Context: an optimization exercise on an open-source flow, tuned for a short achievable clock period and few clock cycles. The choices shown serve that exercise and are no tape-out recipe.
Only simulation tests tie the RTL to the original design; equivalence was not proved.
No activity file was given, so power comes from the tool's default toggle rates.

==> design/flow/design.v <==
module ptd (
    input  wire        clk,
    input  wire        rst,           
    input  wire [7:0]  reg_addr,      
    input  wire        reg_we,
    input  wire [31:0] reg_wdata,
    output reg  [31:0] reg_rdata,
    input  wire [31:0] rom_size,
    input  wire [31:0] pix_size,
    input  wire [31:0] pkd_size,
    output reg         rom_req,
    output reg  [31:0] rom_addr,
    input  wire        rom_ack,
    input  wire [7:0]  rom_rdata,
    output reg         pix_req,
    output reg         pix_we,
    output reg  [31:0] pix_addr,
    output reg  [7:0]  pix_wdata,
    input  wire        pix_ack,
    input  wire [7:0]  pix_rdata,
    output reg         pkd_req,
    output reg  [31:0] pkd_addr,
    output reg  [7:0]  pkd_wdata,
    input  wire        pkd_ack,
    output wire        busy
);
    localparam [3:0] F_ADDRRANGE  = 4'd1,
                     F_ILLEGAL    = 4'd2,
                     F_ROMBOUNDS  = 4'd3,
                     F_GEOMETRY   = 4'd4,
                     F_PIXBOUNDS  = 4'd5,
                     F_PKDBOUNDS  = 4'd6,
                     F_PIXELRANGE = 4'd7,
                     F_IDUNDER    = 4'd8;
    localparam [7:0] OP_XLATE = 8'd1, OP_DTILE = 8'd2, OP_PACK = 8'd3,
                     OP_COMPOSE = 8'd4, OP_ASSEMBLE = 8'd5;
    localparam [3:0] S_IDLE    = 4'd0,
                     S_DECODE  = 4'd1,
                     S_CHK1    = 4'd2,
                     S_CHK2    = 4'd3,
                     S_PKCHK   = 4'd4,
                     S_FETCH   = 4'd5,
                     S_WRITE   = 4'd6,
                     S_NEXTT   = 4'd7,
                     S_AMAP    = 4'd8,
                     S_AB16    = 4'd9,
                     S_AB4     = 4'd10,
                     S_ATID    = 4'd11,
                     S_PREAD   = 4'd12,
                     S_PWRITE  = 4'd13;
    reg [31:0] r_cmd;
    reg        st_busy, st_done, st_fault;
    reg [3:0]  r_err;
    reg [31:0] r_errinfo;
    reg [23:0] r_xlin;
    reg [21:0] r_xlout;
    reg [31:0] r_src, r_grid, r_vbase, r_vpitch, r_vdim, r_pkbase;
    reg [31:0] r_pklen;
    reg [31:0] r_mapbase, r_b16base, r_b4base, r_tsbase;
    reg [7:0]  r_tbias;
    assign busy = st_busy;
    wire [15:0] gw = r_grid[15:0];
    wire [15:0] gh = r_grid[31:16];
    wire [15:0] vw = r_vdim[15:0];
    wire [15:0] vh = r_vdim[31:16];
    wire [31:0] pitch = r_vpitch;
    reg [3:0]  state;
    reg [7:0]  op;
    reg [49:0] view_end;         
    reg [7:0]  tlat [0:15];      
    reg [3:0]  fidx;             
    reg [32:0] fptr;             
    reg [31:0] line_ptr;         
    reg [2:0]  tx_px, ty_px;     
    reg [15:0] cx, cy;
    reg [31:0] row_base;         
    reg [31:0] cell_org;         
    reg [31:0] map_idx;          
    reg [1:0]  kq, mq;           
    reg [7:0]  id16, id4, tid;
    reg [15:0] py, px;
    reg [1:0]  ps;
    reg [7:0]  pbyte;
    reg [31:0] pk_ptr;
    wire [16:0] vw_p3   = {1'b0, vw} + 17'd3;
    wire [14:0] rb      = vw_p3[16:2];                   
    wire [29:0] pk_len  = vh * rb;                       
    reg [20:0] need_w, need_h;
    always @* begin
        case (op)
            OP_DTILE:    begin need_w = 21'd8;             need_h = 21'd8;             end
            OP_COMPOSE:  begin need_w = {2'b0, gw, 3'b0};  need_h = {2'b0, gh, 3'b0};  end
            OP_ASSEMBLE: begin need_w = {gw, 5'b0};        need_h = {gh, 5'b0};        end
            default:     begin need_w = 21'd0;             need_h = 21'd0;             end
        endcase
    end
    wire [32:0] a_map = {1'b0, r_mapbase} + {1'b0, map_idx};
    wire [32:0] a_b16 = {1'b0, r_b16base} + {23'b0, id16, kq};
    wire [32:0] a_b4  = {1'b0, r_b4base}  + {23'b0, id4, mq};
    wire [7:0]  tid_rel = tid - r_tbias;
    wire [31:0] quad_org = cell_org
                         + (kq[1] ? {pitch[27:0], 4'b0} : 32'd0)
                         + (kq[0] ? 32'd16 : 32'd0)
                         + (mq[1] ? {pitch[28:0], 3'b0} : 32'd0)
                         + (mq[0] ? 32'd8 : 32'd0);
    reg [32:0] rd_off;
    always @* begin
        case (state)
            S_AMAP:  rd_off = a_map;
            S_AB16:  rd_off = a_b16;
            S_AB4:   rd_off = a_b4;
            default: rd_off = fptr;
        endcase
    end
    wire rd_oob = rd_off >= {1'b0, rom_size};
    wire [7:0] b0 = ~tlat[{ty_px, 1'b0}];
    wire [7:0] b1 = ~tlat[{ty_px, 1'b1}];
    wire [1:0] tpix = {b1[3'd7 - tx_px], b0[3'd7 - tx_px]};
    always @* begin
        rom_req   = 1'b0;
        rom_addr  = rd_off[31:0];
        pix_req   = 1'b0;
        pix_we    = 1'b0;
        pix_addr  = line_ptr + {29'b0, tx_px};
        pix_wdata = {6'b0, tpix};
        pkd_req   = 1'b0;
        pkd_addr  = pk_ptr;
        pkd_wdata = pbyte;
        case (state)
            S_FETCH, S_AMAP, S_AB16, S_AB4: rom_req = !rd_oob;
            S_WRITE: begin
                pix_req = 1'b1;
                pix_we  = 1'b1;
            end
            S_PREAD: begin
                pix_req  = (px < vw);
                pix_addr = line_ptr + {16'b0, px};
            end
            S_PWRITE: pkd_req = 1'b1;
            default: ;
        endcase
    end
    always @* begin
        case (reg_addr[7:2])
            6'h00: reg_rdata = 32'h50544401;
            6'h01: reg_rdata = 32'd0;
            6'h02: reg_rdata = r_cmd;
            6'h03: reg_rdata = {29'd0, st_fault, st_done, st_busy};
            6'h04: reg_rdata = {28'd0, r_err};
            6'h05: reg_rdata = r_errinfo;
            6'h06: reg_rdata = {8'd0, r_xlin};
            6'h07: reg_rdata = {10'd0, r_xlout};
            6'h08: reg_rdata = r_src;
            6'h09: reg_rdata = r_grid;
            6'h0A: reg_rdata = r_vbase;
            6'h0B: reg_rdata = r_vpitch;
            6'h0C: reg_rdata = r_vdim;
            6'h0D: reg_rdata = r_pkbase;
            6'h0E: reg_rdata = r_pklen;
            6'h0F: reg_rdata = r_mapbase;
            6'h10: reg_rdata = r_b16base;
            6'h11: reg_rdata = r_b4base;
            6'h12: reg_rdata = r_tsbase;
            6'h13: reg_rdata = {24'd0, r_tbias};
            default: reg_rdata = 32'd0;
        endcase
        if (reg_addr[1:0] != 2'b00) reg_rdata = 32'd0;
    end
    wire host_wr = reg_we && !st_busy && (reg_addr[1:0] == 2'b00);
    wire srst    = host_wr && (reg_addr[7:2] == 6'h01) && reg_wdata[0];
    wire cmd_wr  = host_wr && (reg_addr[7:2] == 6'h02) && !st_fault;
    task automatic raise(input [3:0] code, input [31:0] info);
        begin
            r_err     <= code;
            r_errinfo <= info;
            st_busy   <= 1'b0;
            st_done   <= 1'b0;
            st_fault  <= 1'b1;
            state     <= S_IDLE;
        end
    endtask
    task automatic finish_ok;
        begin
            st_busy <= 1'b0;
            st_done <= 1'b1;
            state   <= S_IDLE;
        end
    endtask
    always @(posedge clk) begin
        if (rst || srst) begin
            r_cmd     <= 32'd0;
            st_busy   <= 1'b0;
            st_done   <= 1'b0;
            st_fault  <= 1'b0;
            r_err     <= 4'd0;
            r_errinfo <= 32'd0;
            r_xlin    <= 24'd0;
            r_xlout   <= 22'd0;
            r_src     <= 32'd0;
            r_grid    <= 32'd0;
            r_vbase   <= 32'd0;
            r_vpitch  <= 32'd0;
            r_vdim    <= 32'd0;
            r_pkbase  <= 32'd0;
            r_pklen   <= 32'd0;
            r_mapbase <= 32'd0;
            r_b16base <= 32'd0;
            r_b4base  <= 32'd0;
            r_tsbase  <= 32'd0;
            r_tbias   <= 8'd0;
            state     <= S_IDLE;
        end else begin
            if (host_wr) begin
                case (reg_addr[7:2])
                    6'h06: r_xlin    <= reg_wdata[23:0];
                    6'h08: r_src     <= reg_wdata;
                    6'h09: r_grid    <= reg_wdata;
                    6'h0A: r_vbase   <= reg_wdata;
                    6'h0B: r_vpitch  <= reg_wdata;
                    6'h0C: r_vdim    <= reg_wdata;
                    6'h0D: r_pkbase  <= reg_wdata;
                    6'h0F: r_mapbase <= reg_wdata;
                    6'h10: r_b16base <= reg_wdata;
                    6'h11: r_b4base  <= reg_wdata;
                    6'h12: r_tsbase  <= reg_wdata;
                    6'h13: r_tbias   <= reg_wdata[7:0];
                    default: ;
                endcase
            end
            case (state)
                S_IDLE: begin
                    if (cmd_wr) begin
                        r_cmd    <= reg_wdata;
                        st_busy  <= 1'b1;
                        st_done  <= 1'b0;
                        st_fault <= 1'b0;
                        op       <= reg_wdata[7:0];
                        state    <= S_DECODE;
                    end
                end
                S_DECODE: begin
                    if (r_cmd[31:8] != 24'd0 || op == 8'd0 || op > OP_ASSEMBLE) begin
                        raise(F_ILLEGAL, r_cmd);
                    end else if (op == OP_XLATE) begin
                        if (r_xlin[15]) begin
                            raise(F_ADDRRANGE, {8'd0, r_xlin});
                        end else begin
                            if (r_xlin[14])
                                r_xlout <= {r_xlin[23:16], r_xlin[13:0]};
                            else
                                r_xlout <= {8'd0, r_xlin[13:0]};
                            finish_ok;
                        end
                    end else begin
                        state <= S_CHK1;
                    end
                end
                S_CHK1: begin
                    if (pitch < {16'd0, vw}) begin
                        raise(F_GEOMETRY, r_vdim);
                    end else if (need_w > {5'd0, vw} || need_h > {5'd0, vh}) begin
                        raise(F_GEOMETRY, r_vdim);
                    end else begin
                        view_end <= {18'd0, r_vbase}
                                  + ({34'd0, vh - 16'd1} * {18'd0, pitch})
                                  + {34'd0, vw};
                        state <= S_CHK2;
                    end
                end
                S_CHK2: begin
                    if (vw != 16'd0 && vh != 16'd0 && view_end > {18'd0, pix_size}) begin
                        raise(F_PIXBOUNDS, r_vbase);
                    end else begin
                        cx       <= 16'd0;
                        cy       <= 16'd0;
                        row_base <= r_vbase;
                        cell_org <= r_vbase;
                        line_ptr <= r_vbase;
                        map_idx  <= 32'd0;
                        fptr     <= {1'b0, r_src};
                        fidx     <= 4'd0;
                        kq       <= 2'd0;
                        mq       <= 2'd0;
                        py       <= 16'd0;
                        px       <= 16'd0;
                        ps       <= 2'd0;
                        pbyte    <= 8'd0;
                        pk_ptr   <= r_pkbase;
                        case (op)
                            OP_PACK:     state <= S_PKCHK;
                            OP_DTILE:    state <= S_FETCH;
                            OP_COMPOSE:  if (gw == 16'd0 || gh == 16'd0) finish_ok;
                                         else state <= S_FETCH;
                            default:     if (gw == 16'd0 || gh == 16'd0) finish_ok;
                                         else state <= S_AMAP;
                        endcase
                    end
                end
                S_PKCHK: begin
                    if (pk_len != 30'd0 &&
                        ({1'b0, r_pkbase} + {3'b0, pk_len}) > {1'b0, pkd_size}) begin
                        raise(F_PKDBOUNDS, r_pkbase);
                    end else if (pk_len == 30'd0) begin
                        r_pklen <= 32'd0;
                        finish_ok;
                    end else begin
                        state <= S_PREAD;
                    end
                end
                S_FETCH: begin
                    if (rd_oob) begin
                        raise(F_ROMBOUNDS, fptr[31:0]);
                    end else if (rom_ack) begin
                        tlat[fidx] <= rom_rdata;
                        fptr       <= fptr + 33'd1;
                        fidx       <= fidx + 4'd1;
                        if (fidx == 4'd15) begin
                            tx_px <= 3'd0;
                            ty_px <= 3'd0;
                            state <= S_WRITE;
                        end
                    end
                end
                S_WRITE: begin
                    if (pix_ack) begin
                        tx_px <= tx_px + 3'd1;
                        if (tx_px == 3'd7) begin
                            line_ptr <= line_ptr + pitch;
                            ty_px    <= ty_px + 3'd1;
                            if (ty_px == 3'd7)
                                state <= S_NEXTT;
                        end
                    end
                end
                S_NEXTT: begin
                    if (op == OP_ASSEMBLE) begin
                        mq <= mq + 2'd1;
                        if (mq != 2'd3) begin
                            state <= S_AB4;
                        end else begin
                            kq <= kq + 2'd1;
                            if (kq != 2'd3) begin
                                state <= S_AB16;
                            end else begin
                                map_idx <= map_idx + 32'd1;
                                if (cx == gw - 16'd1) begin
                                    cx       <= 16'd0;
                                    cy       <= cy + 16'd1;
                                    row_base <= row_base + {pitch[26:0], 5'b0};
                                    cell_org <= row_base + {pitch[26:0], 5'b0};
                                    if (cy == gh - 16'd1) finish_ok;
                                    else state <= S_AMAP;
                                end else begin
                                    cx       <= cx + 16'd1;
                                    cell_org <= cell_org + 32'd32;
                                    state    <= S_AMAP;
                                end
                            end
                        end
                    end else begin
                        fidx <= 4'd0;
                        if (op == OP_DTILE) begin
                            finish_ok;
                        end else if (cx == gw - 16'd1) begin
                            cx       <= 16'd0;
                            cy       <= cy + 16'd1;
                            row_base <= row_base + {pitch[28:0], 3'b0};
                            line_ptr <= row_base + {pitch[28:0], 3'b0};
                            cell_org <= row_base + {pitch[28:0], 3'b0};
                            if (cy == gh - 16'd1) finish_ok;
                            else state <= S_FETCH;
                        end else begin
                            cx       <= cx + 16'd1;
                            line_ptr <= cell_org + 32'd8;
                            cell_org <= cell_org + 32'd8;
                            state    <= S_FETCH;
                        end
                    end
                end
                S_AMAP: begin
                    if (rd_oob) begin
                        raise(F_ROMBOUNDS, a_map[31:0]);
                    end else if (rom_ack) begin
                        id16  <= rom_rdata;
                        kq    <= 2'd0;
                        state <= S_AB16;
                    end
                end
                S_AB16: begin
                    if (rd_oob) begin
                        raise(F_ROMBOUNDS, a_b16[31:0]);
                    end else if (rom_ack) begin
                        id4   <= rom_rdata;
                        mq    <= 2'd0;
                        state <= S_AB4;
                    end
                end
                S_AB4: begin
                    if (rd_oob) begin
                        raise(F_ROMBOUNDS, a_b4[31:0]);
                    end else if (rom_ack) begin
                        tid   <= rom_rdata;
                        state <= S_ATID;
                    end
                end
                S_ATID: begin
                    if (tid < r_tbias) begin
                        raise(F_IDUNDER, {24'd0, tid});
                    end else begin
                        fptr     <= {1'b0, r_tsbase} + {21'd0, tid_rel, 4'b0};
                        fidx     <= 4'd0;
                        line_ptr <= quad_org;
                        state    <= S_FETCH;
                    end
                end
                S_PREAD: begin
                    if (px >= vw) begin
                        state <= S_PWRITE;
                    end else if (pix_ack) begin
                        if (pix_rdata[7:2] != 6'd0) begin
                            raise(F_PIXELRANGE, {py, px});
                        end else begin
                            case (ps)
                                2'd0: pbyte[7:6] <= pix_rdata[1:0];
                                2'd1: pbyte[5:4] <= pix_rdata[1:0];
                                2'd2: pbyte[3:2] <= pix_rdata[1:0];
                                default: pbyte[1:0] <= pix_rdata[1:0];
                            endcase
                            px <= px + 16'd1;
                            ps <= ps + 2'd1;
                            if (ps == 2'd3)
                                state <= S_PWRITE;
                        end
                    end
                end
                S_PWRITE: begin
                    if (pkd_ack) begin
                        pk_ptr <= pk_ptr + 32'd1;
                        pbyte  <= 8'd0;
                        ps     <= 2'd0;
                        if (px >= vw) begin
                            px       <= 16'd0;
                            py       <= py + 16'd1;
                            line_ptr <= line_ptr + pitch;
                            if (py == vh - 16'd1) begin
                                r_pklen <= {2'b0, pk_len};
                                finish_ok;
                            end else begin
                                state <= S_PREAD;
                            end
                        end else begin
                            state <= S_PREAD;
                        end
                    end
                end
                default: state <= S_IDLE;
            endcase
        end
    end
endmodule
==> design/flow/run.sh <==
#!/bin/bash
# synth_recipe.tcl (not shown) runs the flow's synth.tcl, then flattens the netlist and writes it again
# the make line also repeats each setting of config.mk as NAME=value (left out here)
make -C /OpenROAD-flow-scripts/flow DESIGN_CONFIG=/design/flow/config.mk WORK_HOME=/design/flow/orfs CLKGATE_MAP_FILE= SYNTH_SCRIPT=/design/flow/synth_recipe.tcl finish
==> design/flow/config.mk <==
export PLATFORM = sky130hd
export DESIGN_NAME = ptd
export DESIGN_NICKNAME = ptd
export VERILOG_FILES = /design/flow/design.v
export SDC_FILE = /design/flow/constraint.sdc
export NUM_CORES = 4
export LEC_CHECK = 0
export CAP_MARGIN = 20
export CORE_MARGIN = 2
export CORE_UTILIZATION = 40
export SLEW_MARGIN = 20
==> design/flow/constraint.sdc <==
create_clock -name core_clock -period 12.0 [get_ports {clk}]
set_input_delay 2.4000 -clock core_clock [delete_from_list [all_inputs] [get_ports {clk}]]
set_output_delay 2.4000 -clock core_clock [all_outputs]
set_load 0.01 [all_outputs]
==> impl_metrics.ini <==
[run_status]
status = finished clean

[setup_path]
critical_path_class = flip-flop to output pin
r2r_start = r_vdim[0]
worstPathMaxFanout = 5
cp-startpoint = map_idx[0]
worstSetupEndpointType = output pin
required_ns = 9.60
critPathLaunchType = flip-flop
cp.arrival_ns = 9.13
reg2reg_slack_ns = 0.55
reg2reg_depth = 44
r2r_end = r_errinfo[4]

[place]
dpl.cell_count = 13600
gp_congestion = 1.05
hpwl_um = 317000
port_buffers = 300
dpl_cell_area_sq_um = 98300
dp_slack_ns = 0.158

[global_route]
grt_max_degree = 198
antenna_found_initial = 41
grt_usage_pct = 35.1
grt_pass1_wl_um = 589000
overflow = 0
grt_pass1_vias = 81900

[die]
fp.dieH_um = 480
initial_core_util_pct = 40.3
core-area_sq_um = 225000
ios = 307
fp-row-count = 174
die_x_um = 480
die_area_sq_um = 231000

[finish]
drive_gt1_share_pct = 6.82
nFillCells = 21900
stdcell_area_sq_um = 102000
multi_input_area_sq_um = 61300
area_delta_synth_final_pct = 12.8
layout_commonest_cell = nand2_1
regArea_sq_um = 24400
most-common-layout-cells = 1773 x nand2_1, 891 x inv_1, 811 x a21oi_1
fin_nets = 12200
final_cell_count_no_fill = 13800

[timing]
setup_violations = 0
tightest_slew_ns = 1.34
setup_ws_ns = 0.471
min_period_ns = 11.53
max_freq_mhz = 86.7
fin_worst_skew_ns = 0.0569
drv_slew = 0
fin_crit_sh_pct = 96.1
maxSlewHeadroom_pct = 10.6
rsz0062_at_grt = false
timing.setup.tns_ns = 0
hold_viol_final = 0

[synthesis]
synthCells = 10500
ys_types = 93
ys_ff_latch = 973
ys_warn_count = 1
synth_top_area_share_pct = 16.2
synth_area_leaders = edfxtp_1 16%, fa_1 15%, dfxtp_1 11%
synth_top_area_cell = edfxtp_1
synth_sequential_area_ratio_pct = 26.9
synth-main-ff-cell = edfxtp_1
synth_area_per_cell_sq_um = 8.63
synth_edf_count = 491
syn_area_sq_um = 90800
async_reset_ff_share_pct = 0

[cts]
clock_path_buffers = 3
clockRootBuffer = clkbuf_16
cts_tree = done
htreeDepth = 3
clkSinkCount = 973
clk_pin_slew_ns = 0.06
cts_buffers = 117
clock_latency_ns = 0.83
hold_buffers = 0

[routing]
drc = 0
vias = 85100
routed_via_density = 6.16
wirelength_um = 415000
wire_per_inst_um = 30.1
first_pass_iters = 7
ant_nets = 0
drtIter0Drc = 11100

[job]
cap_violations = 0

[power]
peakVddDrop_mv = 0.150
power.density_nw_per_um2 = 92.1
leakagePower_uw = 0.0408

[worst_hold_path]
worstHoldEndpoint = r_xlout[17]
hold_path.startpoint = r_xlout[17]
hold_class = flip-flop to flip-flop
whs_path_depth = 2
## worst max-delay path: stages, from the launching register on
cell and delay (ns):
edfxtp_1 0.48, ha_1 0.26, fa_1 0.43, a211oi_1 0.33, o211ai_1 0.24, a21oi_1 0.21
buf_4 0.19, a2111oi_0 0.10, buf_4 0.16, nor4b_1 0.57, o31ai_1 0.27, mux2i_1 0.17
a211oi_1 0.71, nand2_1 0.31, ha_1 0.43, a211oi_1 0.22, o21ai_0 0.24, a2111oi_0 0.50
a41oi_1 0.27, o21bai_1 0.27, a32o_1 0.33, nor3_1 0.58, and3_1 0.44, clkdlybuf4s50_1 0.61
## cell usage after synthesis, types with 176 or more instances
| master | count |
|---|---|
| nand2_1 | 1777 |
| inv_1 | 892 |
| a21oi_1 | 814 |
| fa_1 | 686 |
| nor2_1 | 674 |
| ha_1 | 672 |
| clkbuf_1 | 530 |
| edfxtp_1 | 491 |
| dfxtp_1 | 482 |
| xnor2_1 | 373 |
| o21ai_0 | 345 |
| xor2_1 | 225 |
| nand3_1 | 202 |
| and2_1 | 176 |
## flip-flops by register name, indices dropped and copies added (netlist names), 22 cells and up, named ones only
register and flops:
view_end 50, map_idx 32, r_xlout 22, cell_org 32, r_xlin 24, row_base 32, tlat 128, r_vdim 32
r_grid 32, pk_ptr 32, r_pkbase 32, line_ptr 32, r_pklen 30, r_vbase 32, r_src 32, r_tsbase 32
r_vpitch 32, r_b4base 32, r_b16base 32, fptr 33, r_cmd 32, r_errinfo 32, r_mapbase 32
## through the flow
step	utilization [%]	hold slack, ns	total power, uW
CTS	45.4	0.450	9360
global placement	43.6	0.437	5560
global route	45.5	0.468	9610
floorplan	-	0.428	4690
detailed placement	43.6	0.443	5580
finish	45.5	0.452	9430
## kinds of logic (layout without fill, tap and decap cells)
family / after synthesis / in the layout / share of synthesized area [%]
flops: 973 / 973 / 26.9
buf+inv: 1502 / 1768 / 6.27
xor+xnor: 598 / 598 / 5.77
mux: 139 / 139 / 2.21
simple gates: 3713 / 3713 / 18.6
fa+ha+maj: 1358 / 1358 / 24.4
other cells: 1 / 25 / 0.00413
compound gates: 2239 / 2239 / 15.9
## what timing repair did
| action | 4_1_cts | 5_1_grt |
|---|---|---|
| endpoints found under the setup margin | 0 | 41 |
| setup buffers | 0 | 0 |
| resized for setup | 0 | 16 |
## power by group
group	total, uW	switching [uW]	internal, uW
Combinational	1910	1310	606
Sequential	3700	103	3600
Clock	3820	1670	2160
Total	9430	3080	6360
## per-layer routing
layer / GRT usage (%) / share of wire (%) / up-vias
li1: - / - / 36600
met1: 45.4 / 39 / 41900
met2: 51.4 / 42 / 5261
met3: 8.94 / 11 / 1231
met4: 23.7 / 8.0 / 40
met5: 0 / 0.062 / -
## how the worst max path moves through the flow
stage                    endpoint  slack [ns]  cells after the start
floorplan           r_errinfo[16]        0.61                     43
global placement         r_err[3]        0.14                     40
detailed placement       r_err[3]        0.16                     41
CTS                      r_err[3]        0.16                     40
global route         r_errinfo[9]        0.04                     44
finish                    rom_req        0.47                     23
## final cells by class
cell class / count / area share [%]
Sequential cell: 973 / 23.8
Inverter: 903 / 3.31
Clock inverter: 54 / 0.640
Multi-Input combinational cell: 8053 / 59.8
Clock buffer: 168 / 3.29
Antenna cell: 19 / 0.0464
Timing Repair Buffer: 643 / 5.46
Tap cell: 2992 / 3.65
Testbench counts, summed over its fixed seeds: cycles 120,312.

re-timing with driven ports:
Ports are ideal in the flow. The routed layout listed here was re-timed in OpenROAD.
Step 1 sets driving cells, clkbuf_16 on the clock port and buf_2 on the other inputs (assumed; they add their load-dependent delay and slew).
Step 2, shift: input delay + t, output delay - t, t = (earliest + latest rising clock arrival at the registers) / 2. This alone moves slack from input paths to output paths.
a / b / c = no drivers / after step 1 / after step 2; a / b = the first two.
shift t [ns]: 0.901
setup WS [ns]: 0.471 / 0.376 / 0.545
hold slack, ns: 0.452 / 0.452 / 0.452
After both steps this run still meets setup and hold. For this run, drivers alone change the setup slack by -0.095 ns; drivers and shift together by +0.074 ns.
